Context: an optimization exercise on an open-source flow, tuned for small area. The choices shown serve that exercise and are no tape-out recipe. In this exercise RTL edits were held to simulation tests only and were not proved equivalent to the original. No activity file was given, so power comes from the tool's default toggle rates.

==> design.v <==
module modbus_slave (
    input  wire        clk,
    input  wire        rst,
    input  wire        start,
    input  wire [15:0] cfg_nb_reg,
    input  wire [7:0]  cfg_slave_addr,
    output wire        busy,
    output reg         done,
    output wire [15:0] status,
    input  wire        tick,
    input  wire        rx_valid,
    input  wire [7:0]  rx_data,
    output wire        rx_ready,
    output wire        tx_valid,
    output reg  [7:0]  tx_data,
    input  wire        tx_ready,
    input  wire        tx_idle,
    output reg         de,
    output reg  [15:0] rt_addr,
    output wire        rt_re,
    output wire        rt_we,
    output wire [15:0] rt_wdata,
    input  wire [15:0] rt_rdata,
    output wire        rt_busy
);
    localparam [2:0] C_UNDEFINED  = 3'd7;   
    localparam [2:0] C_ILL_FUNC   = 3'd6;   
    localparam [2:0] C_ILL_ADDR   = 3'd5;   
    localparam [2:0] C_ILL_VALUE  = 3'd4;   
    localparam [2:0] C_NOT_FOR_US = 3'd3;   
    localparam [2:0] C_RX_TIMEOUT = 3'd2;   
    localparam [3:0] S_IDLE   = 4'd0;
    localparam [3:0] S_RX     = 4'd1;
    localparam [3:0] S_FLUSH  = 4'd2;
    localparam [3:0] S_CHECK  = 4'd3;    
    localparam [3:0] S_WRITE  = 4'd4;    
    localparam [3:0] S_TXDE   = 4'd5;    
    localparam [3:0] S_TXHDR  = 4'd6;    
    localparam [3:0] S_RDREQ  = 4'd7;    
    localparam [3:0] S_RDCAP  = 4'd8;    
    localparam [3:0] S_TXHI   = 4'd9;    
    localparam [3:0] S_TXLO   = 4'd10;   
    localparam [3:0] S_TXCRCL = 4'd11;
    localparam [3:0] S_TXCRCH = 4'd12;
    localparam [3:0] S_TXWAIT = 4'd13;   
    function [15:0] crc_byte;
        input [15:0] c;
        input [7:0]  b;
        integer k;
        reg [15:0] t;
        begin
            t = c ^ {8'h00, b};
            for (k = 0; k < 8; k = k + 1)
                t = t[0] ? ((t >> 1) ^ 16'hA001) : (t >> 1);
            crc_byte = t;
        end
    endfunction
    reg [3:0]  state;
    reg [8:0]  idx;           
    reg [4:0]  tcnt;          
    reg        flush_seen;
    reg        is_ucast;
    reg        is_wr;         
    reg        bfail;         
    reg [2:0]  pcode;         
    reg [15:0] crc;
    reg [15:0] loop_cnt;      
    reg        st_neg;
    reg [8:0]  st_val;
    assign status = st_neg ? {13'h1FFF, st_val[2:0]} : {7'd0, st_val};
    reg [4:0]   rc;                   
    reg [7:0]   hold [0:7];
    reg [255:0] lane [0:7];
    wire [7:0]  head [0:7];
    wire [4:0] row_a = idx[7:3];
    wire [4:0] row_b = idx[7:3] - 5'd1;
    wire [1:0] pm_a  = rc[4:3] - row_a[4:3];
    wire [1:0] pm_b  = rc[4:3] - row_b[4:3];
    wire       lo_a  = (rc[2:0] == row_a[2:0]);
    wire       lo_b  = (rc[2:0] == row_b[2:0]);
    wire [3:0] en_a  = lo_a ? (4'd1 << pm_a) : 4'd0;
    wire [3:0] en_b  = lo_b ? (4'd1 << pm_b) : 4'd0;
    wire       st_en = (state == S_RX) && rx_valid;
    genvar q, m;
    generate
        for (q = 0; q < 8; q = q + 1) begin : g_lane
            wire [3:0]   en = (q <= idx[2:0]) ? en_a : en_b;
            wire [255:0] nx;
            assign head[q]  = en[0] ? hold[q] : lane[q][255:248];
            assign nx[7:0]  = head[q];
            for (m = 1; m < 32; m = m + 1) begin : g_st
                if (m % 8 == 0)
                    assign nx[8*m +: 8] = en[m / 8] ? hold[q] : lane[q][8*m-8 +: 8];
                else
                    assign nx[8*m +: 8] = lane[q][8*m-8 +: 8];
            end
            always @(posedge clk) begin
                lane[q] <= nx;
                if (q == 1 && state == S_RDCAP)
                    hold[q] <= rt_rdata[15:8];
                else if (q == 7 && state == S_RDCAP)
                    hold[q] <= rt_rdata[7:0];
                else if (st_en && idx[2:0] == ((q + 7) % 8))
                    hold[q] <= rx_data;
            end
        end
    endgenerate
    wire [7:0]  b0 = hold[1];             
    wire [7:0]  f_b1 = head[2];
    wire [15:0] f_addr  = {head[3], head[4]};
    wire [15:0] f_count = {head[5], head[6]};
    wire        row0 = (rc == 5'd0);
    wire [8:0]  wj     = crc[8:0];
    wire        w_late = wj[8] | (wj[7] & (|wj[6:0]));    
    wire        w_ok   = w_late || (rc == wj[6:2]);
    assign rt_wdata = {head[{wj[1:0], 1'b0}], head[{wj[1:0], 1'b1}]};
    assign busy     = (state != S_IDLE);
    assign rx_ready = (state == S_RX) || (state == S_FLUSH);
    wire   txs      = (state == S_TXHDR) || (state == S_TXHI) || (state == S_TXLO) ||
                      (state == S_TXCRCL) || (state == S_TXCRCH);
    assign tx_valid = txs && ((state != S_TXHDR) || row0);
    assign rt_we    = (state == S_WRITE) && (loop_cnt != 16'd0) && w_ok;
    assign rt_re    = (state == S_RDREQ);
    assign rt_busy  = ((state == S_WRITE) && (loop_cnt != 16'd0)) ||
                      (state == S_RDREQ) || (state == S_RDCAP) ||
                      (((state == S_TXHI) || (state == S_TXLO)) && (loop_cnt != 16'd0));
    wire rx_byte = rx_ready && rx_valid;
    wire rx_tick = rx_ready && tick;
    wire tx_fire = tx_valid && tx_ready;
    wire rsp_exc = (pcode != 3'd0);
    reg [7:0] hdr_byte;
    always @(*) begin
        case (tcnt[2:0])
            3'd0: hdr_byte = cfg_slave_addr;
            3'd1: hdr_byte = rsp_exc ? (f_b1 | 8'h80) : f_b1;
            3'd2: hdr_byte = rsp_exc ? {6'd0, ~pcode[1:0]} :
                             is_wr   ? head[3] : {head[6][6:0], 1'b0};
            3'd3: hdr_byte = head[4];
            3'd4: hdr_byte = head[5];
            default: hdr_byte = head[6];
        endcase
    end
    wire hdr_last = (!rsp_exc && is_wr) ? (tcnt[2:0] == 3'd5) : (tcnt[2:0] == 3'd2);
    always @(*) begin
        case (state)
            S_TXHDR:  tx_data = hdr_byte;
            S_TXHI:   tx_data = hold[1];
            S_TXLO:   tx_data = hold[7];
            S_TXCRCL: tx_data = crc[7:0];
            default:  tx_data = crc[15:8];
        endcase
    end
    wire [15:0] crc_nx    = crc_byte(crc, rx_ready ? rx_data : tx_data);
    wire [4:0]  tcnt_next = tcnt + 5'd1;
    wire [7:0]  sub_hi = idx[1] ? hold[3] : hold[5];
    wire [16:0] sub    = {1'b0, rt_addr} - {1'b0, sub_hi, rx_data};
    always @(posedge clk) begin
        if (rst)
            rc <= 5'd0;
        else
            rc <= rc + 5'd1;
    end
    always @(posedge clk) begin
        if (rst) begin
            state  <= S_IDLE;
            st_neg <= 1'b0;
            st_val <= 9'd0;
            done   <= 1'b0;
            de     <= 1'b0;
        end else begin
            done <= 1'b0;
            case (state)
            S_IDLE: begin
                if (start) begin
                    rt_addr  <= cfg_nb_reg;    
                    state    <= S_RX;
                    idx      <= 9'd0;
                    loop_cnt <= 16'd0;
                    tcnt     <= 5'd0;
                    pcode    <= 3'd0;
                    crc      <= 16'hFFFF;
                end
            end
            S_RX: begin
                if (rx_byte) begin
                    crc        <= crc_nx;
                    idx        <= idx + 9'd1;
                    loop_cnt   <= loop_cnt - 16'd1;
                    tcnt       <= rx_tick ? 5'd1 : 5'd0;
                    flush_seen <= !rx_tick;
                    if (idx == 9'd1) begin
                        is_ucast <= (b0 != 8'd0);
                        is_wr    <= (rx_data == 8'h10);
                        if (!((b0 == 8'd0) ||
                              ((b0 == cfg_slave_addr) && (cfg_slave_addr <= 8'd247)))) begin
                            pcode <= C_NOT_FOR_US;
                            state <= S_FLUSH;
                        end else if (rx_data != 8'h03 && rx_data != 8'h10) begin
                            pcode <= (b0 != 8'd0) ? C_ILL_FUNC : C_UNDEFINED;
                            state <= S_FLUSH;
                        end
                    end
                    if (idx == 9'd3) begin
                        rt_addr <= sub[15:0];
                        bfail   <= sub[16];
                    end
                    if (idx == 9'd5) begin
                        rt_addr <= sub[15:0];
                        bfail   <= bfail | sub[16];
                    end
                    if (is_wr && idx == 9'd6) begin
                        if (rx_data >= 8'd248) begin
                            pcode <= is_ucast ? C_ILL_VALUE : C_UNDEFINED;
                            state <= S_FLUSH;
                        end
                        loop_cnt <= 16'd2 + {8'd0, rx_data};
                    end
                    if (is_wr ? (loop_cnt[8:0] == 9'd1) : (idx == 9'd7)) begin
                        if (crc_nx == 16'h0000) begin
                            state <= S_CHECK;
                        end else begin
                            pcode <= C_UNDEFINED;
                            state <= S_FLUSH;
                        end
                    end
                end else if (rx_tick) begin
                    if (tcnt[3:0] == 4'd9) begin
                        st_neg <= 1'b1;
                        st_val <= {6'd0, C_RX_TIMEOUT};
                        done   <= 1'b1;
                        state  <= S_IDLE;
                    end else begin
                        tcnt <= tcnt_next;
                    end
                end
            end
            S_FLUSH: begin
                if (rx_tick) begin
                    tcnt <= tcnt_next;
                    if ((!flush_seen && !rx_byte) || tcnt_next == 5'd30) begin
                        if (pcode[2] && !pcode[0]) begin
                            state <= S_TXDE;
                            de    <= 1'b1;
                        end else begin
                            st_neg <= 1'b1;
                            st_val <= {6'd0, pcode};
                            done   <= 1'b1;
                            state  <= S_IDLE;
                        end
                    end else begin
                        flush_seen <= 1'b0;
                    end
                end else if (rx_byte) begin
                    flush_seen <= 1'b1;
                end
            end
            S_CHECK: begin
                if (row0) begin
                    rt_addr  <= f_addr;
                    loop_cnt <= f_count;
                    crc[8:0] <= 9'd4;
                    if (bfail) begin
                        if (is_ucast) begin
                            pcode <= C_ILL_ADDR;
                            state <= S_TXDE;
                            de    <= 1'b1;
                        end else begin
                            st_neg <= 1'b1;
                            st_val <= {6'd0, C_ILL_ADDR};
                            done   <= 1'b1;
                            state  <= S_IDLE;
                        end
                    end else if (is_wr) begin
                        state <= S_WRITE;
                    end else if (is_ucast) begin
                        state <= S_TXDE;
                        de    <= 1'b1;
                    end else begin
                        st_neg <= 1'b0;
                        st_val <= idx;
                        done   <= 1'b1;
                        state  <= S_IDLE;
                    end
                end
            end
            S_WRITE: begin
                if (loop_cnt != 16'd0) begin
                    if (w_ok) begin
                        loop_cnt <= loop_cnt - 16'd1;
                        rt_addr  <= rt_addr + 16'd1;
                        crc[8:0] <= wj + 9'd1;
                    end
                end else if (is_ucast) begin
                    state <= S_TXDE;
                    de    <= 1'b1;
                end else begin
                    st_neg <= 1'b0;
                    st_val <= idx;
                    done   <= 1'b1;
                    state  <= S_IDLE;
                end
            end
            S_TXDE: begin
                crc   <= 16'hFFFF;
                tcnt  <= 5'd0;
                state <= S_TXHDR;
            end
            S_TXHDR: begin
                if (tx_fire) begin
                    crc  <= crc_nx;
                    tcnt <= tcnt_next;
                    if (hdr_last) begin
                        if (!rsp_exc && !is_wr && loop_cnt != 16'd0)
                            state <= S_RDREQ;
                        else
                            state <= S_TXCRCL;
                    end
                end
            end
            S_RDREQ: begin
                state <= S_RDCAP;
            end
            S_RDCAP: begin
                rt_addr  <= rt_addr + 16'd1;
                loop_cnt <= loop_cnt - 16'd1;
                state    <= S_TXHI;
            end
            S_TXHI: begin
                if (tx_fire) begin
                    crc   <= crc_nx;
                    state <= S_TXLO;
                end
            end
            S_TXLO: begin
                if (tx_fire) begin
                    crc   <= crc_nx;
                    state <= (loop_cnt != 16'd0) ? S_RDREQ : S_TXCRCL;
                end
            end
            S_TXCRCL: begin
                if (tx_fire)
                    state <= S_TXCRCH;
            end
            S_TXCRCH: begin
                if (tx_fire)
                    state <= S_TXWAIT;
            end
            S_TXWAIT: begin
                if (tx_idle) begin
                    de     <= 1'b0;
                    st_neg <= rsp_exc;
                    st_val <= rsp_exc ? {6'd0, pcode} : idx;
                    done   <= 1'b1;
                    state  <= S_IDLE;
                end
            end
            default: state <= S_IDLE;
            endcase
        end
    end
endmodule
==> flow/run.sh <==
#!/bin/bash
# Standard layout, with two changes: clock tree synthesis without dummy
# loads and with clkbuf_8 leaf clusters, and unit-size port buffers.
export CTS_ARGS="-sink_clustering_enable -repair_clock_nets -dont_use_dummy_load -sink_clustering_size 18 -sink_clustering_max_diameter 40 -buf_list sky130_fd_sc_hd__clkbuf_8"
export BUFFER_PORTS_ARGS="-buffer_cell sky130_fd_sc_hd__buf_1"
bash standard.sh > standard.log 2>&1
rc=$?
tail -20 standard.log
exit $rc
==> standard.sh <==
#!/bin/bash
# synth_recipe.tcl (not shown) runs the flow's synth.tcl, then flattens the netlist and writes it again
# the make line also repeats each setting of config.mk as NAME=value (left out here)
make -C /OpenROAD-flow-scripts/flow DESIGN_CONFIG=/design/flow/config.mk WORK_HOME=/design/flow/orfs CLKGATE_MAP_FILE= SYNTH_SCRIPT=/design/flow/synth_recipe.tcl "${@:-finish}"
==> config.mk <==
export PLATFORM = sky130hd
export DESIGN_NAME = modbus_slave
export DESIGN_NICKNAME = modbus_slave
export VERILOG_FILES = /design/flow/design.v
export SDC_FILE = /design/flow/constraint.sdc
export NUM_CORES = 4
export LEC_CHECK = 0
export CAP_MARGIN = 20
export CORE_MARGIN = 2
export CORE_UTILIZATION = 55
export SLEW_MARGIN = 20
==> constraint.sdc <==
create_clock -name core_clock -period 10.0 [get_ports {clk}]
set_input_delay 2.0000 -clock core_clock [delete_from_list [all_inputs] [get_ports {clk}]]
set_output_delay 2.0000 -clock core_clock [all_outputs]
set_load 0.01 [all_outputs]
==> results of run 1 <==
registers in the layout, indices dropped and copies added, names as in the netlist:
name,count
tcnt,5
rc,5
flush_seen,1
bfail,1
done,1
st_neg,1
idx,9
pcode,3
de,1
is_ucast,1
is_wr,1
lane,2048
loop_cnt,16
crc,16
state,4
rt_addr,16
hold,64
st_val,9
final timing paths:
path                               to  slack, ps            startpoint  depth (start not counted)
hold / removal    lane[2][15]$_DFF_P_        250    lane[2][7]$_DFF_P_                          0
hold reg to reg   lane[2][15]$_DFF_P_        250    lane[2][7]$_DFF_P_                          0
setup / recovery         rt_wdata[15]       2480  idx[2]$_SDFFCE_PN0P_                          8
setup reg to reg   pcode[0]$_DFFE_PP_       3020  idx[0]$_SDFFCE_PN0P_                         20
worst max-delay path, stage by stage, from the launching register on:
cell and delay (ps):
edfxtp_1 770, nor2_1 650, inv_1 280, nor3_1 850, nor3_1 130, a21oi_2 860
mux2i_1 670, mux2i_1 220, buf_1 190
logic make-up (layout without fill, tap and decap cells):
family | after synthesis | after routing | share of synthesized area, %
adders and majority gates | 43 | 43 | 0.975
buffers and inverters | 155 | 410 | 1.17
AOI/OAI and AO/OA | 353 | 353 | 4.36
and+or+nand+nor | 516 | 516 | 4.57
muxes | 302 | 302 | 5.97
other | 0 | 8 | 0
xor gates and xnor gates | 105 | 105 | 1.78
DFF | 2202 | 2202 | 81.2
per-layer routing:
metal	routed length, µm	track usage (%)	vias to the layer above
met5	109	0	-
met4	4150	9.10	16
met3	9180	6.39	245
met2	58700	39.4	830
met1	59700	35.2	13600
li1	-	-	12800
layout make-up:
class                   instances  area [µm²]  share of cell area (%)
flip-flops and latches       2202       45400                    74.8
clock buffers                 177        2440                    4.01
diodes                          8        20.0                  0.0330
well taps                    1357        1700                    2.80
multi-input cells            1319       10000                    16.5
repair buffers                172         861                    1.42
inverters                      61         229                   0.377
placed cells by master, fill, tap and decap left out, types with 14 or more instances in the layout:
master | netlist | final
nand3_1 | 46 | 46
nand4_1 | 15 | 15
a22o_1 | 14 | 14
and2_1 | 14 | 14
o22ai_1 | 14 | 14
nor2_1 | 129 | 128
a22oi_1 | 14 | 14
nand2_1 | 156 | 156
mux2i_1 | 63 | 54
buf_4 | 12 | 51
clkbuf_8 | 0 | 177
and3_1 | 16 | 16
nor3_1 | 45 | 44
xor2_1 | 31 | 31
a21oi_1 | 95 | 91
inv_1 | 59 | 59
xnor2_1 | 67 | 67
dfxtp_1 | 2069 | 2069
buf_1 | 10 | 117
ha_1 | 42 | 42
o21ai_0 | 61 | 61
edfxtp_1 | 133 | 133
mux2_2 | 235 | 235
per-stage QoR:
step	cells	power (mW)	utilization, %	instance area (µm²)
2_1_floorplan	3676	15.2	-	55900
3_3_place_gp	5108	16.9	57.9	58100
3_5_place_dp	5110	17.0	58.0	58200
4_1_cts	5287	21.1	60.4	60600
5_1_grt	5292	21.9	60.4	60700
6_report	5296	20.9	60.4	60700
power by group through the flow:
stage	sequential [mW]	clock, mW	combinational, mW
after floorplan	13.0	0	2.15
after global placement	13.5	0	3.35
after detailed placement	13.6	0	3.38
after CTS	13.5	4.18	3.41
after global routing	13.7	4.51	3.66
final	13.4	4.05	3.45
synth_stat cells, types with 9 or more instances:
cell	number	area share, %
dfxtp_1	2069	74
mux2_2	235	4.7
nand2_1	156	1.0
edfxtp_1	133	7.1
nor2_1	129	0.87
a21oi_1	95	0.85
xnor2_1	67	1.0
mux2i_1	63	1.1
o21ai_0	61	0.55
clkbuf_1	60	0.40
inv_1	59	0.40
nand3_1	46	0.41
nor3_1	45	0.40
ha_1	42	0.94
xor2_1	31	0.49
and3_1	16	0.18
nand4_1	15	0.17
a22o_1	14	0.22
a22oi_1	14	0.19
and2_1	14	0.16
o22ai_1	14	0.16
nor4_1	13	0.15
a21o_1	12	0.16
a222oi_1	12	0.21
buf_4	12	0.16
nor2b_1	12	0.13
a31oi_1	11	0.12
or2_2	11	0.12
buf_1	10	0.067
nand2b_1	10	0.11
o221ai_1	10	0.16
a221oi_1	9	0.14
nor4b_1	9	0.14
o31ai_1	9	0.12
==> impl_results.md, run 1 <==
- Status: timing/DRC/antenna clean
- Max VDD drop: 221 µV
- Worst Hold Slack: 252 ps
- Fillers: 7639
- Post-CTS Setup Repair Bufs: 0
- Port bufs: 118
- Detailed placement HPWL: 94.0 mm
- CTS tree: yes
- Clock power share: 19.4%
- Vias in the first global route: 28.1k
- Pleak: 24.1 nW
- Reg clk slew, reported paths: 90 ps
- CTS Buffer Depth: 3
- # IOs: 119
- Floorplan row count: 116
- Synth-to-layout area growth: 8.48%
- Routed Antenna Nets: 0
- Final setup vio count: 0
- Pre-antenna DRT Iters: 7
- Nature of the critical path endpoint: output port
- Final hold violation count: 0
- Final setup margin: 2480 ps
- Avg Cell Area, Syn: 15.2 µm²
- Total grt overflow: 0
- Synth async-reset ratio: 0%
- DP Worst Slack: 3050 ps
- Latest clock arrival within the worst-skew pair: 890 ps
- Seq pwr share: 64.1%
- Worst Path Max Fanout: 22
- Mapped Area: 55900 µm²
- Die Ht: 323 µm
- Maxcap violations: 0
- Via Count: 27.4k
- Hold Buf Count CTS: 0
- Top_reg_cell synth: dfxtp_1
- Syn nets: 3774
- Yosys cell types: 95
- Internal power: 15.2 mW
- Clock net sink count: 2202
- Initial antenna violation count: 15
- Critical Path AT: 5520 ps
- Number of synthesized flops with an enable pin: 133
- CP startpoint kind: register
- Placer Congestion: 0.980
- Cells after synthesis: 3676
- Cts repair resizes: 0
- Sequential area share after synthesis: 81.2%
- Final wirelength: 132 mm
- Tcrit/Tclk final: 75.2%
- Layout Nets: 4031
- Tot GR Track Use: 25.6%
- RSZ-0062 raised after global routing: no
- Class of the most critical setup path: reg -> out
- Starting DRC count in detailed routing: 2047
- Largest net degree at the start of global routing: 48
- WL/cell: 24.9 µm
- Max_slew headroom: 19.2%
- Clock period minus final worst setup slack: 7520 ps
- Die width: 323 µm
- CTS root buffer: clkbuf_8
- Max frequency: 133 MHz
- Logic pwr share: 16.5%
- Initial core utilization: 55.7%
- Clock skew: 88.7 ps
- DR DRC count: 0
- Via-to-Cell Ratio: 5.18
- Seq cells post-synth: 2202
- Core ar.: 100000 µm²
- Pwr dens: 345 nW/µm²
- Die area: 104000 µm²
- Setup_tns: 0 ps
- Share of layout cells above drive strength 1: 13.5%
- First-pass GRT wire length: 190 mm
- Worst-margin pin slew: 1190 ps
- Pins Over Slew Limit: 0
- Worst hold path class: reg -> reg
- Num CTS Buffers: 177
- Sw Pwr: 5.73 mW
- CP required: 8000 ps
- Warnings, synthesis: 3
- Switching Share: 27.4%
- H-tree depth: 4
==> run 2, diff against run 1 <==
--- a/design.v
+++ b/design.v
@@ -17,3 +17,3 @@
     input  wire        tx_idle,
-    output reg         de,
+    output wire        de,
     output reg  [15:0] rt_addr,
@@ -32,15 +32,14 @@
     localparam [3:0] S_IDLE   = 4'd0;
-    localparam [3:0] S_RX     = 4'd1;
-    localparam [3:0] S_FLUSH  = 4'd2;
-    localparam [3:0] S_CHECK  = 4'd3;    
-    localparam [3:0] S_WRITE  = 4'd4;    
-    localparam [3:0] S_TXDE   = 4'd5;    
-    localparam [3:0] S_TXHDR  = 4'd6;    
-    localparam [3:0] S_RDREQ  = 4'd7;    
-    localparam [3:0] S_RDCAP  = 4'd8;    
-    localparam [3:0] S_TXHI   = 4'd9;    
-    localparam [3:0] S_TXLO   = 4'd10;   
-    localparam [3:0] S_TXCRCL = 4'd11;
-    localparam [3:0] S_TXCRCH = 4'd12;
-    localparam [3:0] S_TXWAIT = 4'd13;   
+    localparam [3:0] S_RX     = 4'd2;
+    localparam [3:0] S_FLUSH  = 4'd3;
+    localparam [3:0] S_CHECK  = 4'd4;    
+    localparam [3:0] S_WRITE  = 4'd5;    
+    localparam [3:0] S_TXDE   = 4'd8;    
+    localparam [3:0] S_TXHDR  = 4'd9;    
+    localparam [3:0] S_RDREQ  = 4'd10;   
+    localparam [3:0] S_RDCAP  = 4'd11;   
+    localparam [3:0] S_TXHI   = 4'd12;   
+    localparam [3:0] S_TXLO   = 4'd13;   
+    localparam [3:0] S_TXCRC  = 4'd14;   
+    localparam [3:0] S_TXWAIT = 4'd15;   
     function [15:0] crc_byte;
@@ -63,3 +62,2 @@
     reg        is_wr;         
-    reg        bfail;         
     reg [2:0]  pcode;         
@@ -117,5 +115,6 @@
     assign busy     = (state != S_IDLE);
-    assign rx_ready = (state == S_RX) || (state == S_FLUSH);
+    assign rx_ready = (state[3:1] == 3'b001);
+    assign de       = state[3];
     wire   txs      = (state == S_TXHDR) || (state == S_TXHI) || (state == S_TXLO) ||
-                      (state == S_TXCRCL) || (state == S_TXCRCH);
+                      (state == S_TXCRC);
     assign tx_valid = txs && ((state != S_TXHDR) || row0);
@@ -123,5 +122,3 @@
     assign rt_re    = (state == S_RDREQ);
-    assign rt_busy  = ((state == S_WRITE) && (loop_cnt != 16'd0)) ||
-                      (state == S_RDREQ) || (state == S_RDCAP) ||
-                      (((state == S_TXHI) || (state == S_TXLO)) && (loop_cnt != 16'd0));
+    assign rt_busy  = busy && !rx_ready;
     wire rx_byte = rx_ready && rx_valid;
@@ -148,4 +145,3 @@
             S_TXLO:   tx_data = hold[7];
-            S_TXCRCL: tx_data = crc[7:0];
-            default:  tx_data = crc[15:8];
+            default:  tx_data = tcnt[0] ? crc[15:8] : crc[7:0];
         endcase
@@ -168,3 +164,2 @@
             done   <= 1'b0;
-            de     <= 1'b0;
         end else begin
@@ -204,3 +199,4 @@
                         rt_addr <= sub[15:0];
-                        bfail   <= sub[16];
+                        if (sub[16])
+                            pcode <= C_ILL_ADDR;
                     end
@@ -208,3 +204,4 @@
                         rt_addr <= sub[15:0];
-                        bfail   <= bfail | sub[16];
+                        if (sub[16])
+                            pcode <= C_ILL_ADDR;
                     end
@@ -242,3 +239,2 @@
                             state <= S_TXDE;
-                            de    <= 1'b1;
                         end else begin
@@ -261,7 +257,5 @@
                     crc[8:0] <= 9'd4;
-                    if (bfail) begin
+                    if (rsp_exc) begin
                         if (is_ucast) begin
-                            pcode <= C_ILL_ADDR;
                             state <= S_TXDE;
-                            de    <= 1'b1;
                         end else begin
@@ -276,3 +270,2 @@
                         state <= S_TXDE;
-                        de    <= 1'b1;
                     end else begin
@@ -294,3 +287,2 @@
                     state <= S_TXDE;
-                    de    <= 1'b1;
                 end else begin
@@ -312,2 +304,3 @@
                     if (hdr_last) begin
+                        tcnt <= 5'd0;
                         if (!rsp_exc && !is_wr && loop_cnt != 16'd0)
@@ -315,3 +308,3 @@
                         else
-                            state <= S_TXCRCL;
+                            state <= S_TXCRC;
                     end
@@ -336,12 +329,11 @@
                     crc   <= crc_nx;
-                    state <= (loop_cnt != 16'd0) ? S_RDREQ : S_TXCRCL;
+                    state <= (loop_cnt != 16'd0) ? S_RDREQ : S_TXCRC;
                 end
             end
-            S_TXCRCL: begin
-                if (tx_fire)
-                    state <= S_TXCRCH;
-            end
-            S_TXCRCH: begin
-                if (tx_fire)
-                    state <= S_TXWAIT;
+            S_TXCRC: begin
+                if (tx_fire) begin
+                    tcnt <= 5'd1;
+                    if (tcnt[0])
+                        state <= S_TXWAIT;
+                end
             end
@@ -349,3 +341,2 @@
                 if (tx_idle) begin
-                    de     <= 1'b0;
                     st_neg <= rsp_exc;
--- a/config.mk
+++ b/config.mk
@@ -7,2 +7,3 @@
 export LEC_CHECK = 0
+export ABC_AREA = 1
 export CAP_MARGIN = 20
==> impl_results.md, run 2 <==
- Tcrit/Tclk final: 73.3% (-1.8 points)
- Worst Hold Slack: 263 ps (+10.2 ps)
- Core ar.: 100000 µm² (-0.29%)
- Most common cell after layout, fill and taps aside: dfxtp_1
- Most frequent CP cell: nor2_1
- Non-Filler Instances: 5878 (+11%)
- Worst Hold End: lane[5][220]$_DFF_P_
- Worst hold path class: reg -> reg
- DR DRC count: 0 (unchanged)
- Number of synthesized flops with an enable pin: 132 (-0.75%)
- Post-synth top area cell: dfxtp_1
- Top_reg_cell synth: dfxtp_1
- Final setup vio count: 0 (unchanged)
- Placed Instances: 5690 (+11%)
- Pre-antenna DRT Iters: 6 (-1)
- Detailed placement HPWL: 89.3 mm (-5.0%)
- FF-to-FF setup slack: 4350 ps (+1330 ps)
- Final Util: 60.2% (-0.25 points)
- Max frequency: 136 MHz (+2.5%)
- Die area: 104000 µm² (-0.69%)
- Yosys cell types: 59 (-38%)
- Critical Path AT: 5330 ps (-190 ps)
- Tot GR Track Use: 24.2% (-1.3 points)
- Synth async-reset ratio: 0% (unchanged)
- Initial core utilization: 55.5% (-0.23 points)
- Num CTS Buffers: 184 (+4.0%)
- First-pass GRT wire length: 181 mm (-4.8%)
- Cells after synthesis: 4303 (+17%)
- Layout Nets: 4675 (+16%)
- Pleak: 25.2 nW (+4.6%)
- Sequential area share after synthesis: 81.7% (+0.48 points)
- Share of the synthesized area in the top cell type: 74.5% (+0.49 points)
- Mapped Area: 55500 µm² (-0.70%)
- Cell area after layout: 60300 µm² (-0.71%)
- Hold Crit Depth: 0 (unchanged)
- Placer Congestion: 0.938 (-4.3%)
- RSZ-0062 raised after global routing: no
- Reg clk slew, reported paths: 100 ps (about the same)
- Vias in the first global route: 27.8k (-0.79%)
- Area of the multi-input gates: 8780 µm² (-12%)
- Status: timing/DRC/antenna clean
- Total Power: 16.7 mW (-20%)
- Final hold violation count: 0 (unchanged)
- Floorplan row count: 116 (unchanged)
- Die width: 322 µm (-0.35%)
- Worst Path Max Fanout: 24 (+9.1%)
- Pins Over Slew Limit: 0 (unchanged)
- Via-to-Cell Ratio: 5.01 (-3.4%)
- Clock skew: 85.0 ps (-3.72 ps)
- Final wirelength: 125 mm (-5.3%)
- Max stage delay on crit path: 810 ps (-50 ps)
- Cts repair resizes: 0 (unchanged)
- DP Worst Slack: 3570 ps (+522 ps)
- Slowest stage cell, crit path: o21ai_0
- Largest register FFs: 2048 (unchanged)
- Seq cells post-synth: 2200 (-0.091%)
- Reg2Reg Depth: 33 (+65%)
- Hold Buf Count CTS: 0 (unchanged)
- Clock net sink count: 2200 (-0.091%)
- Worst-margin pin slew: 1080 ps (-104 ps)
- Total area of sequential cells: 45400 µm² (-0.11%)
- Nature of the critical path endpoint: output port
- CTS tree: yes
- Max_slew headroom: 27.4% (+8.2 points)
- Synth top cells by count: 2068 x dfxtp_1, 669 x nand2_1, 297 x o21ai_0, 294 x inv_1, 163 x nor2_1
- Largest regs: lane x2048, hold x64
- Pwr dens: 277 nW/µm² (-20%)
- CTS Buffer Depth: 3 (unchanged)
- CP required: 8000 ps (about the same)
- Maxcap violations: 0 (unchanged)
- Hold Startpoint: lane[5][212]$_DFF_P_
- Starting DRC count in detailed routing: 2867 (+40%)
- # IOs: 119 (unchanged)
- CTS root buffer: clkbuf_8
- Most common cell in the netlist: dfxtp_1
- Class of the most critical setup path: reg -> out
- Syn nets: 4400 (+17%)
- Grt met1 use: 34.1% (-1.1 points)
- WL/cell: 21.2 µm (-15%)
- Avg Cell Area, Syn: 12.9 µm² (-15%)
- Post-CTS Setup Repair Bufs: 0 (unchanged)
- Fillers: 8142 (+6.6%)
- Grt peak-use layer: met2
- Commonest non-fill, non-tap cells in the layout: 2068 x dfxtp_1, 669 x nand2_1, 297 x o21ai_0
- Grt met2 use: 37.0% (-2.5 points)
- Warnings, synthesis: 3 (unchanged)
- Routed Antenna Nets: 0 (unchanged)
- Worst-path cell chain: nor2_1, inv_1, nor2_1, inv_1, nor2_1, o21ai_1, buf_4, o21ai_0, nor2_1, a41oi_1, buf_1
- Setup_tns: 0 ps (unchanged)
- Share of layout cells above drive strength 1: 6.64% (-6.8 points)
- Largest net degree at the start of global routing: 33 (-31%)
- Via Count: 29.4k (+7.2%)
- Top post-synthesis cells by area: dfxtp_1 75%, edfxtp_1 7.1%, nand2_1 4.5%
- Clock period minus final worst setup slack: 7330 ps (-184 ps)
- Top reg by flops: lane
- Synth-to-layout area growth: 8.47% (about the same)
- Final setup margin: 2670 ps (+184 ps)
- Initial antenna violation count: 10 (-5)
- Total grt overflow: 0 (unchanged)
- Die Ht: 322 µm (-0.35%)
- CP startpoint kind: register
- Max VDD drop: 194 µV (-12%)
- M3 GR Usage: 5.56% (-0.83 points)
- R2R Path End: pcode[0]$_SDFFCE_PN0P_
- Critical R2R Launch: idx[1]$_SDFFCE_PN0P_
- Port bufs: 118 (unchanged)
- Latest clock arrival within the worst-skew pair: 880 ps (about the same)
- DP Area: 57700 µm² (-0.89%)
- H-tree depth: 4 (unchanged)
run 2: area by class of cell:
type,instances,share of cell area (%)
timing repair buffer,165,1.32
clock buffer,184,4.20
antenna,4,0.0166
multi-input combinational,1721,14.6
inverter,306,1.91
tap,1298,2.70
sequential,2200,75.3
run 2: cell families after synthesis:
group	synth area share, %
AO/OA/AOI/OAI	5.49
buffers and inverters	2.66
XOR/XNOR	0.457
flip-flops	81.7
AND/OR/NAND/NOR	8.76
adder cells (fa/ha/maj)	0.960
run 2: metal layers:
metal  routed length, µm  up-vias
met5                   0        -
met3                8980      235
met1               57500    14000
li1                    -    14300
met2               54300      925
met4                3990        0
run 2: critical path: cells and delay by family, from the launching register on:
| family | cells | cell delay [ps] |
|---|---|---|
| AND/OR/NAND/NOR | 4 | 1460 |
| buffers and inverters | 4 | 790 |
| flip-flops | 1 | 770 |
| AO/OA/AOI/OAI | 3 | 1470 |
run 2: report_power, final:
part / switching, mW / internal, mW
combinational: 0.830 / 0.316
clock: 2.49 / 1.64
sequential: 0.523 / 10.9
total: 3.85 / 12.8
run 2: how the worst max path moves through the flow:
| stage | from | to | slack [ps] | depth (start not counted) |
|---|---|---|---|---|
| global placement | idx[1]$_SDFFCE_PN0P_ | rt_wdata[15] | 3650 | 11 |
| floorplan | rx_data[3] | rt_addr[15]$_DFFE_PP_ | 5210 | 22 |
| CTS | idx[1]$_SDFFCE_PN0P_ | rt_wdata[15] | 2620 | 11 |
| global route | idx[1]$_SDFFCE_PN0P_ | rt_wdata[15] | 2210 | 11 |
| detailed placement | idx[1]$_SDFFCE_PN0P_ | rt_wdata[15] | 3570 | 11 |
| finish | idx[1]$_SDFFCE_PN0P_ | rt_wdata[15] | 2670 | 11 |
==> run 3, diff against run 2 <==
==> flow/run.sh (replaced) <==
#!/bin/bash
# Standard layout, with two changes: clock tree synthesis without dummy
# loads and with clkbuf_8 leaf clusters, and unit-size port buffers.
export CTS_ARGS="-sink_clustering_enable -repair_clock_nets -dont_use_dummy_load -sink_clustering_size 20 -sink_clustering_max_diameter 60 -buf_list sky130_fd_sc_hd__clkbuf_8"
export BUFFER_PORTS_ARGS="-buffer_cell sky130_fd_sc_hd__buf_1"
bash standard.sh > standard.log 2>&1
rc=$?
tail -20 standard.log
exit $rc
==> impl_results.md, run 3 <==
- Max frequency: 136 MHz (-0.32%)
- Setup_tns: 0 ps (unchanged)
- Met1 wire length: 57.2 mm (-0.52%)
- CP startpoint kind: register
- Vias in the first global route: 27.5k (-1.3%)
- Final setup vio count: 0 (unchanged)
- Synth top cells by count: 2068 x dfxtp_1, 669 x nand2_1, 297 x o21ai_0, 294 x inv_1, 163 x nor2_1
- Class of the most critical setup path: reg -> out
- Hold Buf Count CTS: 0 (unchanged)
- Mux cell area share after synthesis: 0% (unchanged)
- Starting DRC count in detailed routing: 2907 (+1.4%)
- Critical Path AT: 5360 ps (+30 ps)
- Met3 WL: 8.89 mm (-1.0%)
- Worst hold path class: reg -> reg
- Final wirelength: 124 mm (-0.47%)
- Pwr dens: 272 nW/µm² (-1.8%)
- Die area: 104000 µm² (unchanged)
- Compound-Gate Fraction of Synth Area: 5.48% (unchanged)
- CTS Buffer Depth: 3 (unchanged)
- Reg clk slew, reported paths: 110 ps (about the same)
- Final hold violation count: 0 (unchanged)
- Nature of the critical path endpoint: output port
- H-tree depth: 4 (unchanged)
- CTS root buffer: clkbuf_8
- Die width: 322 µm (unchanged)
- Detailed placement HPWL: 89.3 mm (unchanged)
- Number of synthesized flops with an enable pin: 132 (unchanged)
- Clock skew: 104 ps (+19.2 ps)
- Worst Path Max Fanout: 24 (unchanged)
- Final setup margin: 2640 ps (-23.7 ps)
- Top reg by flops: lane
- WL/cell: 21.3 µm (+0.31%)
- Max_slew headroom: 27.4% (about the same)
- Cts repair resizes: 0 (unchanged)
- Top_reg_cell synth: dfxtp_1
- Cells after synthesis: 4303 (unchanged)
- Via-to-Cell Ratio: 5.01 (about the same)
- Largest regs: lane x2048, hold x64
- Initial core utilization: 55.5% (unchanged)
- RSZ-0062 raised after global routing: no
- Clock period minus final worst setup slack: 7360 ps (+23.7 ps)
- Core ar.: 100000 µm² (unchanged)
- Post-CTS Setup Repair Bufs: 0 (unchanged)
- Pre-antenna DRT Iters: 9 (+3)
- Share of the synthesized area in the top cell type: 74.5% (unchanged)
- Share of layout cells above drive strength 1: 5.76% (-0.89 points)
- First-pass GRT wire length: 180 mm (-0.64%)
- Max VDD drop: 181 µV (-6.3%)
- Num CTS Buffers: 141 (-23%)
- Worst-margin pin slew: 1080 ps (+0.241 ps)
- Most common cell after layout, fill and taps aside: dfxtp_1
- Routed Antenna Nets: 0 (unchanged)
- Avg Cell Area, Syn: 12.9 µm² (unchanged)
- Max layer used: met5
- Largest family of logic cells by synthesized area: simple AND/OR/NAND/NOR gates
- Die Ht: 322 µm (unchanged)
- Adder-Cell Fraction of Synth Area: 0.960% (unchanged)
- DR DRC count: 0 (unchanged)
- Maxcap violations: 0 (unchanged)
- Initial antenna violation count: 10 (unchanged)
- Via Count: 29.2k (-0.74%)
- Non-Filler Instances: 5832 (-0.78%)
- Layout Nets: 4632 (-0.92%)
- Synth-to-layout area growth: 7.40%
- Commonest non-fill, non-tap cells in the layout: 2068 x dfxtp_1, 669 x nand2_1, 297 x o21ai_0
- Total grt overflow: 0 (unchanged)
- Placed Instances: 5690 (unchanged)
- Worst Hold Slack: 230 ps (-32.2 ps)
- CTS tree: yes
- Seq cells post-synth: 2200 (unchanged)
- Largest register FFs: 2048 (unchanged)
- Clock net sink count: 2200 (unchanged)
- Syn nets: 4400 (unchanged)
- Latest clock arrival within the worst-skew pair: 860 ps (-20 ps)
- Tcrit/Tclk final: 73.6% (+0.24 points)
- Fillers: 8219 (+0.95%)
- CP required: 8000 ps (about the same)
- Warnings, synthesis: 3 (unchanged)
- Status: timing/DRC/antenna clean
- Placer Congestion: 0.938 (unchanged)
- Synth async-reset ratio: 0% (unchanged)
- Pins Over Slew Limit: 0 (unchanged)
- Pleak: 24.9 nW (-1.2%)
- Largest net degree at the start of global routing: 33 (unchanged)
- Met2 wire length: 54.2 mm (-0.24%)
- Tot GR Track Use: 24.1% (-0.13 points)
- Total Power: 16.2 mW (-2.7%)
- Floorplan row count: 116 (unchanged)
- Post-Synth XOR/XNOR Area: 0.457% (unchanged)
- Port bufs: 118 (unchanged)
- # IOs: 119 (unchanged)
- Post-synth top area cell: dfxtp_1
- Sequential area share after synthesis: 81.7% (unchanged)
- Top post-synthesis cells by area: dfxtp_1 75%, edfxtp_1 7.1%, nand2_1 4.5%
- Mapped Area: 55500 µm² (unchanged)
- Simple-Gate Fraction of Synth Area: 8.76% (unchanged)
- Most common cell in the netlist: dfxtp_1
- DP Worst Slack: 3570 ps (unchanged)
- Yosys cell types: 59 (unchanged)
-- run 3: cell counts after synthesis --
Identical to the previous run, type by type.
-- run 3: cells by family after synthesis --
group | count (synthesis)
fa+ha+maj | 42
compound gates | 523
xor+xnor | 29
flops | 2200
buf+inv | 382
simple gates | 1127
-- run 3: metrics by stage --
step / cell area, µm² / utilization, %
after global routing: 59700 / 59.6
final: 59700 / 59.6
after detailed placement: 57700 / 57.6
after floorplan: 55500 / -
after global placement: 57700 / 57.6
after CTS: 59600 / 59.5
-- run 3: path summary, 6_finish.rpt --
kind | from | endpoint | slack [ps] | cells after the start
max | idx[1]$_SDFFCE_PN0P_ | rt_wdata[15] | 2640 | 11
min | lane[6][3]$_DFF_P_ | lane[6][11]$_DFF_P_ | 230 | 0
max reg2reg | idx[1]$_SDFFCE_PN0P_ | pcode[0]$_SDFFCE_PN0P_ | 4360 | 33
min reg2reg | lane[6][3]$_DFF_P_ | lane[6][11]$_DFF_P_ | 230 | 0
-- run 3: power breakdown --
| part | total [mW] | switching, mW | internal (mW) |
|---|---|---|---|
| clock | 3.68 | 2.41 | 1.27 |
| sequential | 11.4 | 0.522 | 10.9 |
| combinational | 1.14 | 0.829 | 0.315 |
-- run 3: final cells by class --
cell class,count,area (µm²),share of cell area (%)
Antenna cell,1,2.50,0.00419
Clock buffer,141,1940,3.25
Inverter,306,1150,1.93
Multi-Input combinational cell,1721,8780,14.7
Sequential cell,2200,45400,76.0
Tap cell,1298,1620,2.72
Timing Repair Buffer,165,796,1.33
-- run 3: routing by layer --
metal	GRT usage, %	vias up
met2	36.7	899
met5	0	-
met4	8.58	2
met1	34.2	13900
li1	-	14200
met3	5.09	211
-- run 3: critical path, stage by stage (launching register included) --
cell and delay, ps:
edfxtp_1 770, nor2_1 640, inv_1 210, nor2_1 390
inv_1 130, nor2_1 340, o21ai_1 210, buf_4 250
o21ai_0 770, nor2_1 100, a41oi_1 540, buf_1 210
==> run 4, diff against run 3 <==
--- a/design.v
+++ b/design.v
@@ -62,2 +62,4 @@
     reg        is_wr;         
+    reg        hv;            
+    reg [7:0]  hdr_byte;
     reg [2:0]  pcode;         
@@ -72,10 +74,6 @@
     wire [7:0]  head [0:7];
-    wire [4:0] row_a = idx[7:3];
-    wire [4:0] row_b = idx[7:3] - 5'd1;
-    wire [1:0] pm_a  = rc[4:3] - row_a[4:3];
-    wire [1:0] pm_b  = rc[4:3] - row_b[4:3];
-    wire       lo_a  = (rc[2:0] == row_a[2:0]);
-    wire       lo_b  = (rc[2:0] == row_b[2:0]);
-    wire [3:0] en_a  = lo_a ? (4'd1 << pm_a) : 4'd0;
-    wire [3:0] en_b  = lo_b ? (4'd1 << pm_b) : 4'd0;
+    wire [4:0] rd    = rc - idx[7:3];         
+    wire [1:0] pm_b  = rd[4:3] + 2'd1;        
+    wire [3:0] en_a  = (rd[2:0] == 3'd0) ? (4'd1 << rd[4:3]) : 4'd0;
+    wire [3:0] en_b  = (rd[2:0] == 3'd7) ? (4'd1 << pm_b) : 4'd0;
     wire       st_en = (state == S_RX) && rx_valid;
@@ -98,2 +96,4 @@
                     hold[q] <= rt_rdata[15:8];
+                else if (q == 1 && state == S_TXHDR && !hv && row0)
+                    hold[q] <= hdr_byte;
                 else if (q == 7 && state == S_RDCAP)
@@ -119,3 +119,3 @@
                       (state == S_TXCRC);
-    assign tx_valid = txs && ((state != S_TXHDR) || row0);
+    assign tx_valid = txs && ((state != S_TXHDR) || hv);
     assign rt_we    = (state == S_WRITE) && (loop_cnt != 16'd0) && w_ok;
@@ -127,3 +127,2 @@
     wire rsp_exc = (pcode != 3'd0);
-    reg [7:0] hdr_byte;
     always @(*) begin
@@ -142,3 +141,3 @@
         case (state)
-            S_TXHDR:  tx_data = hdr_byte;
+            S_TXHDR:  tx_data = hold[1];
             S_TXHI:   tx_data = hold[1];
@@ -150,4 +149,7 @@
     wire [4:0]  tcnt_next = tcnt + 5'd1;
-    wire [7:0]  sub_hi = idx[1] ? hold[3] : hold[5];
-    wire [16:0] sub    = {1'b0, rt_addr} - {1'b0, sub_hi, rx_data};
+    reg         pend;
+    wire        sub_lo = idx[0];
+    wire [7:0]  sub_a  = sub_lo ? rt_addr[7:0] : rt_addr[15:8];
+    wire [8:0]  sub    = {1'b0, sub_a} - {1'b0, rx_data} - {8'd0, idx[2] & !sub_lo & pend};
+    wire        bfail  = rsp_exc || (pend && rt_addr[15:8] == 8'd0);
     always @(posedge clk) begin
@@ -172,3 +174,3 @@
                     idx      <= 9'd0;
-                    loop_cnt <= 16'd0;
+                    loop_cnt <= 16'd16;
                     tcnt     <= 5'd0;
@@ -197,11 +199,11 @@
                     end
-                    if (idx == 9'd3) begin
-                        rt_addr <= sub[15:0];
-                        if (sub[16])
-                            pcode <= C_ILL_ADDR;
-                    end
-                    if (idx == 9'd5) begin
-                        rt_addr <= sub[15:0];
-                        if (sub[16])
-                            pcode <= C_ILL_ADDR;
+                    if (idx[8:3] == 6'd0 && (idx[2] ^ idx[1])) begin
+                        if (sub_lo) begin
+                            rt_addr[7:0] <= sub[7:0];
+                            pend         <= sub[8];
+                        end else begin
+                            rt_addr[15:8] <= sub[7:0];
+                            if (sub[8])
+                                pcode <= C_ILL_ADDR;
+                        end
                     end
@@ -212,5 +214,5 @@
                         end
-                        loop_cnt <= 16'd2 + {8'd0, rx_data};
+                        loop_cnt <= {8'd0, rx_data};
                     end
-                    if (is_wr ? (loop_cnt[8:0] == 9'd1) : (idx == 9'd7)) begin
+                    if (is_wr ? (loop_cnt[8:0] == 9'h1FF) : (idx == 9'd7)) begin
                         if (crc_nx == 16'h0000) begin
@@ -257,3 +259,4 @@
                     crc[8:0] <= 9'd4;
-                    if (rsp_exc) begin
+                    if (bfail) begin
+                        pcode <= C_ILL_ADDR;
                         if (is_ucast) begin
@@ -297,2 +300,3 @@
                 tcnt  <= 5'd0;
+                hv    <= 1'b0;
                 state <= S_TXHDR;
@@ -300,3 +304,7 @@
             S_TXHDR: begin
-                if (tx_fire) begin
+                if (!hv) begin
+                    if (row0)
+                        hv <= 1'b1;
+                end else if (tx_fire) begin
+                    hv   <= 1'b0;
                     crc  <= crc_nx;
==> flow/run.sh (replaced) <==
#!/bin/bash
# Standard layout, with two changes: clock tree synthesis without dummy
# loads, with clkbuf_8 leaf clusters and clkbuf_4 tree buffers, and
# unit-size port buffers.
export CTS_ARGS="-sink_clustering_enable -repair_clock_nets -dont_use_dummy_load -sink_clustering_size 20 -sink_clustering_max_diameter 60 -buf_list sky130_fd_sc_hd__clkbuf_8 -tree_buf sky130_fd_sc_hd__clkbuf_4"
export BUFFER_PORTS_ARGS="-buffer_cell sky130_fd_sc_hd__buf_1"
bash standard.sh > standard.log 2>&1
rc=$?
tail -20 standard.log
exit $rc
--- a/config.mk
+++ b/config.mk
@@ -7,3 +7,2 @@
 export LEC_CHECK = 0
-export ABC_AREA = 1
 export CAP_MARGIN = 20
==> impl_results.md, run 4 <==
- Pwr dens: 277 nW/µm² (+1.6%)
- Cts repair resizes: 0 (unchanged)
- Compound-Gate Fraction of Synth Area: 3.93% (-1.6 points)
- CP startpoint kind: register
- Detailed placement HPWL: 92.3 mm (+3.4%)
- Commonest non-fill, non-tap cells in the layout: 2068 x dfxtp_1, 245 x mux2_2, 134 x edfxtp_1
- Max VDD drop: 207 µV (+14%)
- Routed Antenna Nets: 0 (unchanged)
- CTS root buffer: clkbuf_8
- Yosys cell types: 91 (+54%)
- Seq cells post-synth: 2202 (+0.091%)
- Max frequency: 129 MHz (-5.3%)
- CTS Buffer Depth: 3 (unchanged)
- DP Worst Slack: 3180 ps (-392 ps)
- Sequential area share after synthesis: 82.1% (+0.46 points)
- Final Util: 59.3% (-0.31 points)
- Tot GR Track Use: 25.4% (+1.3 points)
- DR DRC count: 0 (unchanged)
- Syn nets: 3642 (-17%)
- Most common cell after layout, fill and taps aside: dfxtp_1
- Final setup margin: 2230 ps (-410 ps)
- Nature of the critical path endpoint: output port
- Synth top cells by count: 2068 x dfxtp_1, 245 x mux2_2, 134 x edfxtp_1, 129 x nand2_1, 102 x nor2_1
- Via-to-Cell Ratio: 5.24 (+4.5%)
- Vias in the first global route: 26.9k (-1.9%)
- Largest regs: lane x2048, hold x64
- Worst Hold Slack: 239 ps (+8.39 ps)
- Share of layout cells above drive strength 1: 13.0% (+7.3 points)
- Worst Path Max Fanout: 11 (-54%)
- Warnings, synthesis: 3 (unchanged)
- Maxcap violations: 0 (unchanged)
- Total area of sequential cells: 45400 µm² (+0.13%)
- Most common cell in the netlist: dfxtp_1
- Grt met2 use: 39.3% (+2.6 points)
- Clock skew: 114 ps (+9.57 ps)
- Worst hold path class: reg -> reg
- Setup_tns: 0 ps (unchanged)
- Final hold violation count: 0 (unchanged)
- M3 GR Usage: 4.38% (-0.71 points)
- Layout Nets: 3860 (-17%)
- Top_reg_cell synth: dfxtp_1
- Adder-Cell Fraction of Synth Area: 1.04% (+0.077 points)
- Synth-to-layout area growth: 6.98%
- Number of synthesized flops with an enable pin: 134 (+1.5%)
- Via Count: 26.5k (-9.2%)
- Grt peak-use layer: met2
- Final setup vio count: 0 (unchanged)
- Reg clk slew, reported paths: 110 ps (about the same)
- Initial antenna violation count: 12 (+2)
- Floorplan row count: 116 (unchanged)
- Die width: 321 µm (-0.21%)
- Placer Congestion: 0.926 (-1.3%)
- Tcrit/Tclk final: 77.7% (+4.1 points)
- Area of the multi-input gates: 9280 µm² (+5.7%)
- Clock period minus final worst setup slack: 7770 ps (+410 ps)
- Top post-synthesis cells by area: dfxtp_1 75%, edfxtp_1 7.3%, mux2_2 5.0%
- Starting DRC count in detailed routing: 2420 (-17%)
- Synth async-reset ratio: 0% (unchanged)
- Final wirelength: 129 mm (+4.0%)
- Die area: 103000 µm² (-0.42%)
- Hold Crit Depth: 0 (unchanged)
- Grt met1 use: 36.5% (+2.3 points)
- Status: timing/DRC/antenna clean
- Pre-antenna DRT Iters: 7 (-2)
- Post-CTS Setup Repair Bufs: 0 (unchanged)
- Die Ht: 321 µm (-0.21%)
- Max_slew headroom: 20.7% (-6.7 points)
- Logic pwr share: 7.5% (+0.5 points)
- Avg Cell Area, Syn: 15.6 µm² (+21%)
- CP required: 8000 ps (about the same)
- Post-Synth XOR/XNOR Area: 1.42% (+0.96 points)
- CTS tree: yes
- First-pass GRT wire length: 187 mm (+3.6%)
- Seq pwr share: 70.5% (+0.2 points)
- WL/cell: 25.5 µm (+20%)
- Num CTS Buffers: 141 (unchanged)
- Worst-margin pin slew: 1180 ps (+99.8 ps)
- Mux cell area share after synthesis: 6.45% (+6.5 points)
- Sw Pwr: 3.81 mW (+1.4%)
- Largest family of logic cells by synthesized area: multiplexers
- Simple-Gate Fraction of Synth Area: 3.78% (-5.0 points)
- Internal power: 12.5 mW (+0.60%)
- Pleak: 23.4 nW (-6.1%)
- Cells after synthesis: 3543 (-18%)
- Total grt overflow: 0 (unchanged)
- Clock power share: 22.0% (-0.7 points)
- Critical Path AT: 5770 ps (+410 ps)
- Clock net sink count: 2202 (+0.091%)
- Class of the most critical setup path: reg -> out
- Mapped Area: 55300 µm² (-0.43%)
- Reg2Reg Depth: 11 (-67%)
- Switching Share: 23.3% (+0.14 points)
- Top reg by flops: lane
- Hold Buf Count CTS: 0 (unchanged)
- RSZ-0062 raised after global routing: no
- # IOs: 119 (unchanged)
- Fillers: 7699 (-6.3%)
- Latest clock arrival within the worst-skew pair: 910 ps (+50 ps)
- H-tree depth: 4 (unchanged)
- Largest net degree at the start of global routing: 39 (+18%)
- Initial core utilization: 55.4% (-0.078 points)
- Core ar.: 99900 µm² (-0.29%)
- Pins Over Slew Limit: 0 (unchanged)
- Post-synth top area cell: dfxtp_1
- Share of the synthesized area in the top cell type: 74.9% (+0.32 points)
- Largest register FFs: 2048 (unchanged)
- Port bufs: 118 (unchanged)
==> run 4: cell count changes in the layout (fill, tap and decap cells not counted), sizes merged, moves of 67 or more <==
cell	change
inv	-248
mux2	+250
mux2i	+72
nand2	-561
nand3	-115
nor2	-67
o21ai	-244
==> run 4: metal layers <==
layer | part of all wire, % | vias to the layer above
met2 | 44 | 911
met1 | 47 | 13200
met4 | 2.9 | 0
met5 | 0 | -
li1 | - | 12300
met3 | 6.1 | 199
==> run 4: final cells by class <==
| type | count | share of cell area (%) |
|---|---|---|
| flip-flops and latches | 2202 | 76.8 |
| multi-input cells | 1199 | 15.7 |
| clock buffers | 141 | 3.11 |
| well taps | 1298 | 2.74 |
| repair buffers | 162 | 1.31 |
| inverters | 55 | 0.349 |
| diodes | 10 | 0.0423 |
==> run 4: final timing paths <==
check / start / slack, ps / endpoint
setup / recovery: idx[3]$_SDFFCE_PN0P_ / 2230 / rt_wdata[12]
hold reg to reg: lane[6][13]$_DFF_P_ / 240 / lane[6][21]$_DFF_P_
setup reg to reg: idx[3]$_SDFFCE_PN0P_ / 4750 / hold[1][4]$_DFFE_PP_
hold / removal: lane[6][13]$_DFF_P_ / 240 / lane[6][21]$_DFF_P_
==> run 4: cell families after synthesis <==
family / Yosys count
fa+ha+maj: 44
flops: 2202
xor+xnor: 87
simple gates: 428
compound gates: 318
mux: 322
buf+inv: 142
==> run 4: power by group through the flow <==
stage                     Clock, mW  Sequential (mW)  Combinational (mW)
final                          3.61             11.5                1.23
after global routing           4.03             11.7                1.30
after CTS                      3.71             11.6                1.21
after detailed placement          0             11.7                1.20
after global placement            0             11.7                1.19
after floorplan                   0             11.4               0.771
==> run 4: critical path, stage by stage, from the launching register on <==
cell and delay, ps:
edfxtp_1 510, ha_1 230, inv_1 60, fa_1 400, xor2_1 240, and3b_2 270
or4b_4 510, a21oi_2 740, mux2i_1 510, mux2_2 490, a222oi_1 470, mux2i_1 290
buf_1 220
==> run 4: stage by stage <==
stage                     area (µm²)  cells  total power [mW]
after floorplan                55300   3543              12.1
after global placement         57300   4916              12.9
after detailed placement       57300   4916              12.9
after CTS                      59100   5057              16.5
after global routing           59200   5065              17.0
final                          59200   5067              16.4
==> run 5, diff against run 4 <==
--- a/design.v
+++ b/design.v
@@ -74,2 +74,3 @@
     wire [7:0]  head [0:7];
+    wire        row0 = (rc == 5'd0);
     wire [4:0] rd    = rc - idx[7:3];         
@@ -109,3 +110,2 @@
     wire [15:0] f_count = {head[5], head[6]};
-    wire        row0 = (rc == 5'd0);
     wire [8:0]  wj     = crc[8:0];
@@ -122,3 +122,4 @@
     assign rt_re    = (state == S_RDREQ);
-    assign rt_busy  = busy && !rx_ready;
+    assign rt_busy  = (state == S_WRITE) || (state == S_RDREQ) || (state == S_RDCAP) ||
+                      (state == S_TXHI) || (state == S_TXLO);
     wire rx_byte = rx_ready && rx_valid;
==> impl_results.md, run 5 <==
- Status: timing/DRC/antenna clean
- Starting DRC count in detailed routing: 2354 (-2.7%)
- Sequential area share after synthesis: 81.9% (-0.23 points)
- Tcrit/Tclk final: 79.7% (+2.0 points)
- Hold Buf Count CTS: 0 (unchanged)
- Die width: 322 µm (+0.14%)
- # IOs: 119 (unchanged)
- Share of layout cells above drive strength 1: 13.1% (+0.085 points)
- Area of the multi-input gates: 9520 µm² (+2.7%)
- Reg2Reg Depth: 13 (+2)
- Cells after synthesis: 3597 (+1.5%)
- Setup_tns: 0 ps (unchanged)
- Mapped Area: 55500 µm² (+0.29%)
- Reg clk slew, reported paths: 110 ps (about the same)
- Seq cells post-synth: 2202 (unchanged)
- CTS tree: yes
- RSZ-0062 raised after global routing: no
- Top post-synthesis cells by area: dfxtp_1 75%, edfxtp_1 7.3%, mux2_2 5.3%
- CTS Buffer Depth: 3 (unchanged)
- Warnings, synthesis: 3 (unchanged)
- Critical Path AT: 5970 ps (+200 ps)
- Latest clock arrival within the worst-skew pair: 920 ps (about the same)
- Total Power: 19.0 mW (+16%)
- Max frequency: 125 MHz (-2.5%)
- WL/cell: 25.5 µm (about the same)
- DP Area: 57600 µm² (+0.51%)
- CTS root buffer: clkbuf_8
- CP startpoint kind: register
- Num CTS Buffers: 138 (-2.1%)
- Commonest non-fill, non-tap cells in the layout: 2068 x dfxtp_1, 261 x mux2_2, 157 x nand2_1
- Placer Congestion: 0.934 (+0.90%)
- Most common cell after layout, fill and taps aside: dfxtp_1
- Final wirelength: 131 mm (+1.1%)
- Synth async-reset ratio: 0% (unchanged)
- Pleak: 23.4 nW (+0.22%)
- Clock net sink count: 2202 (unchanged)
- Largest regs: lane x2048, hold x64
- Port bufs: 118 (unchanged)
- Largest register FFs: 2048 (unchanged)
- Layout Nets: 3913 (+1.4%)
- Worst hold path class: reg -> reg
- Final setup margin: 2030 ps (-201 ps)
- Number of synthesized flops with an enable pin: 134 (unchanged)
- Via Count: 26.7k (+0.74%)
- Final Util: 59.4% (+0.18 points)
- Post-synth top area cell: dfxtp_1
- Cts repair resizes: 0 (unchanged)
- Vias in the first global route: 26.7k (-0.79%)
- Yosys cell types: 85 (-6.6%)
- Pwr dens: 320 nW/µm² (+16%)
- Die Ht: 322 µm (+0.14%)
- Most common cell in the netlist: dfxtp_1
- Floorplan row count: 116 (unchanged)
- Tot GR Track Use: 25.4% (+0.063 points)
- Hold Crit Depth: 0 (unchanged)
- DR DRC count: 0 (unchanged)
- Initial antenna violation count: 17 (+5)
- Final hold violation count: 0 (unchanged)
- Synth-to-layout area growth: 7.15%
- Total grt overflow: 0 (unchanged)
- Maxcap violations: 0 (unchanged)
- Non-Filler Instances: 5119 (+1.0%)
- Pre-antenna DRT Iters: 6 (-1)
- H-tree depth: 4 (unchanged)
- Max VDD drop: 235 µV (+14%)
- Placed Instances: 4971 (+1.1%)
- Final setup vio count: 0 (unchanged)
- Total area of sequential cells: 45400 µm² (unchanged)
- Clock period minus final worst setup slack: 7970 ps (+201 ps)
- Syn nets: 3697 (+1.5%)
- Top_reg_cell synth: dfxtp_1
- Pins Over Slew Limit: 0 (unchanged)
- Synth top cells by count: 2068 x dfxtp_1, 261 x mux2_2, 157 x nand2_1, 134 x edfxtp_1, 121 x nor2_1
- DP Worst Slack: 3090 ps (-82.6 ps)
- Top reg by flops: lane
- Worst-margin pin slew: 1250 ps (+65.9 ps)
- Via-to-Cell Ratio: 5.22 (-0.28%)
- Cell area after layout: 59400 µm² (+0.44%)
- Worst Hold Slack: 198 ps (-40.6 ps)
- Max_slew headroom: 15.5% (-5.3 points)
- Detailed placement HPWL: 94.5 mm (+2.3%)
- Avg Cell Area, Syn: 15.4 µm² (-1.2%)
- Largest net degree at the start of global routing: 51 (+31%)
- Share of the synthesized area in the top cell type: 74.6% (-0.21 points)
- Initial core utilization: 55.5% (+0.077 points)
- CP required: 8000 ps (about the same)
- Worst Path Max Fanout: 15 (+4)
- Class of the most critical setup path: reg -> out
- First-pass GRT wire length: 186 mm (-0.47%)
- Core ar.: 100000 µm² (+0.15%)
- Fillers: 7723 (+0.31%)
- Post-CTS Setup Repair Bufs: 0 (unchanged)
- Die area: 103000 µm² (+0.28%)
- Nature of the critical path endpoint: output port
- Routed Antenna Nets: 0 (unchanged)
- Clock skew: 172 ps (+58.5 ps)
run 5: changes by cell type after synthesis, moves of 14 or more:
cell,change
nor2_1,+19
clkbuf_1,+14
buf_6,-15
nand2_1,+28
mux2_2,+16
run 5: report_power, final:
group,internal (mW),switching (mW),leakage [nW],total [mW]
sequential,11.9,1.04,18.1,13.0
combinational,0.948,1.55,4.36,2.50
clock,1.16,2.39,0.951,3.55
run 5: worst max-delay path, cell delays in order (launching register included):
cell	delay, ps
edfxtp_1	540
ha_1	240
inv_1	60
fa_1	400
a21o_1	170
a21oi_1	230
xnor2_2	240
and4_1	1090
mux2i_2	490
mux2_2	500
a222oi_1	630
a31oi_1	310
buf_1	200
run 5: final timing paths:
| kind | start | end | slack (ps) |
|---|---|---|---|
| max reg2reg | state[2]$_SDFFE_PP0P_ | pcode[1]$_DFFE_PP_ | 4690 |
| min reg2reg | lane[3][32]$_DFF_P_ | lane[3][40]$_DFF_P_ | 200 |
| max | idx[3]$_SDFFCE_PN0P_ | rt_wdata[5] | 2030 |
| min | lane[3][32]$_DFF_P_ | lane[3][40]$_DFF_P_ | 200 |
run 5: kinds of logic after synthesis:
logic type | share of synthesized area [%]
AND/OR/NAND/NOR | 4.24
AO/OA/AOI/OAI | 3.79
flip-flops | 81.9
multiplexers | 6.62
buffers and inverters | 1.10
XOR/XNOR | 1.31
adder cells (fa/ha/maj) | 1.06
run 5: cell type report:
cell class / count / share of cell area, %
clock buffers: 138 / 3.03
repair buffers: 172 / 1.43
diodes: 10 / 0.0421
inverters: 49 / 0.318
flip-flops and latches: 2202 / 76.4
well taps: 1298 / 2.73
multi-input cells: 1250 / 16.0
run 5: layer usage:
metal	up-vias	global-route usage [%]	part of all wire, %	wire length [µm]
met4	2	9.79	3.8	5000
met3	243	5.25	6.5	8460
met1	13200	36.5	47	60800
met2	832	38.0	43	56300
met5	-	0	0.010	13
li1	12400	-	-	-
==> run 6, diff against run 5 <==
--- a/config.mk
+++ b/config.mk
@@ -7,2 +7,3 @@
 export LEC_CHECK = 0
+export ABC_AREA = 1
 export CAP_MARGIN = 20
==> impl_results.md, run 6 <==
- Status: timing/DRC/antenna clean
- Largest register FFs: 2048 (unchanged)
- Via Count: 28.5k (+6.5%)
- Largest net degree at the start of global routing: 27 (-47%)
- Worst hold path class: reg -> reg
- Initial antenna violation count: 13 (-4)
- CP required: 8000 ps (about the same)
- Top post-synthesis cells by area: dfxtp_1 75%, edfxtp_1 7.3%, nand2_1 4.9%
- Largest regs: lane x2048, hold x64
- CTS root buffer: clkbuf_8
- Maxcap violations: 0 (unchanged)
- Vias in the first global route: 26.7k (+0.019%)
- Detailed placement HPWL: 84.6 mm (-10%)
- CTS Buffer Depth: 3 (unchanged)
- Nature of the critical path endpoint: output port
- CP startpoint kind: register
- Synth-to-layout area growth: 6.76%
- Layout Nets: 4509 (+15%)
- Cts repair resizes: 0 (unchanged)
- Post-CTS Setup Repair Bufs: 0 (unchanged)
- Synth top cells by count: 2068 x dfxtp_1, 714 x nand2_1, 275 x o21ai_0, 273 x inv_1, 134 x edfxtp_1
- Cells after synthesis: 4201 (+17%)
- Top_reg_cell synth: dfxtp_1
- Clock skew: 138 ps (-34.3 ps)
- Most common cell in the netlist: dfxtp_1
- Pins Over Slew Limit: 0 (unchanged)
- Pwr dens: 283 nW/µm² (-12%)
- Post-synth top area cell: dfxtp_1
- Final wirelength: 118 mm (-9.7%)
- Die Ht: 320 µm (-0.36%)
- Die width: 320 µm (-0.36%)
- DR DRC count: 0 (unchanged)
- RSZ-0062 raised after global routing: no
- DP Area: 57000 µm² (-1.1%)
- Pleak: 24.5 nW (+4.6%)
- Tcrit/Tclk final: 69.2% (-11 points)
- Total Power: 16.6 mW (-13%)
- Cell area after layout: 58800 µm² (-1.1%)
- Final setup margin: 3080 ps (+1050 ps)
- Placer Congestion: 0.943 (+0.96%)
- Clock period minus final worst setup slack: 6920 ps (-1050 ps)
- Critical Path AT: 4920 ps (-1050 ps)
- Avg Cell Area, Syn: 13.1 µm² (-15%)
- Final setup vio count: 0 (unchanged)
- Num CTS Buffers: 136 (-1.4%)
- Class of the most critical setup path: reg -> out
- Floorplan row count: 116 (unchanged)
- Core ar.: 99700 µm² (-0.29%)
- Initial core utilization: 55.2% (-0.24 points)
- Syn nets: 4301 (+16%)
- Routed Antenna Nets: 0 (unchanged)
- Worst-margin pin slew: 1060 ps (-193 ps)
- Top reg by flops: lane
- Fillers: 8095 (+4.8%)
- Most common cell after layout, fill and taps aside: dfxtp_1
- Max frequency: 145 MHz (+15%)
- Hold Buf Count CTS: 0 (unchanged)
- Warnings, synthesis: 3 (unchanged)
- Starting DRC count in detailed routing: 2487 (+5.6%)
- Max VDD drop: 196 µV (-17%)
- Mapped Area: 55100 µm² (-0.72%)
- Total grt overflow: 0 (unchanged)
- H-tree depth: 4 (unchanged)
- Final hold violation count: 0 (unchanged)
- # IOs: 119 (unchanged)
- Pre-antenna DRT Iters: 5 (-1)
- Synth async-reset ratio: 0% (unchanged)
- Non-Filler Instances: 5715 (+12%)
- Number of synthesized flops with an enable pin: 134 (unchanged)
- Seq cells post-synth: 2202 (unchanged)
- Tot GR Track Use: 23.1% (-2.3 points)
-- run 6: stage by stage --
stage / hold slack (ps) / util [%]
2_1_floorplan: 310 / -
3_3_place_gp: 309 / 57.1
3_5_place_dp: 312 / 57.1
4_1_cts: 217 / 58.9
5_1_grt: 220 / 59.0
6_report: 242 / 59.0
-- run 6: worst max-delay path, cell delays in order, from the launching register on --
cell and delay [ps]:
edfxtp_1 910, clkinv_1 600, ha_1 380, a21oi_1 300, inv_1 140, nand2_1 90, nand2_1 350, o21ai_0 460
nor2_1 90, a41oi_1 520, buf_1 240
-- run 6: cell families (layout without fill, tap and decap cells) --
kind of cell	Yosys count	in the layout	synth area share, %
other	0	10	0
AND/OR/NAND/NOR	1071	1071	8.11
multiplexers	1	1	0.0182
AO/OA/AOI/OAI	487	487	5.10
buffers and inverters	360	566	2.63
XOR/XNOR	35	35	0.584
flip-flops	2202	2202	82.5
adder cells (fa/ha/maj)	45	45	1.06
-- run 6: path summary, 6_finish.rpt --
path / startpoint / end / slack, ps / depth (start not counted)
min: lane[3][45]$_DFF_P_ / lane[3][53]$_DFF_P_ / 240 / 0
max: idx[0]$_SDFFCE_PN0P_ / rt_wdata[8] / 3080 / 10
min reg2reg: lane[3][45]$_DFF_P_ / lane[3][53]$_DFF_P_ / 240 / 0
max reg2reg: state[0]$_SDFFE_PP0P_ / pcode[2]$_DFFE_PP_ / 5540 / 21
-- run 6: routing by layer --
layer	routed length [µm]	track usage, %
met1	56900	34.3
met2	49500	33.8
met3	7760	4.43
met4	3760	8.22
met5	38	0
-- run 6: power by group --
part | internal [mW] | switching (mW)
clock | 1.15 | 2.38
combinational | 0.313 | 0.832
sequential | 11.3 | 0.663
-- run 6: cell type report --
| class | instances | area share [%] |
|---|---|---|
| multi-input cells | 1639 | 14.0 |
| clock buffers | 136 | 3.01 |
| diodes | 10 | 0.0426 |
| well taps | 1298 | 2.76 |
| flip-flops and latches | 2202 | 77.3 |
| inverters | 286 | 1.83 |
| repair buffers | 144 | 1.09 |

-- static timing again, ports no longer ideal --
Ports are ideal in the flow. The routed layouts listed here were re-timed in OpenROAD.
Step 1: set_driving_cell puts a clkbuf_16 on clk and a buf_2 on each other input, an assumption about the parent block.
Step 2, shift: input delay + t, output delay - t, t = (earliest + latest rising clock arrival at the registers) / 2. This alone moves slack from input paths to output paths.
Three values: no drivers, after step 1, after step 2; two values: the first two.
| run | t (ns) | slack for setup (ns) |
|---|---|---|
| run 1 | 0.908 | 2.482 / 2.413 / 3.018 |
| run 2 | 0.903 | 2.666 / 2.595 / 3.498 |
| run 3 | 0.879 | 2.642 / 2.572 / 3.451 |
| run 4 | 0.922 | 2.232 / 2.165 / 3.087 |
| run 5 | 0.907 | 2.031 / 1.960 / 2.867 |
| run 6 | 0.908 | 3.085 / 3.015 / 3.923 |
After both steps setup and hold are still met in every run listed.
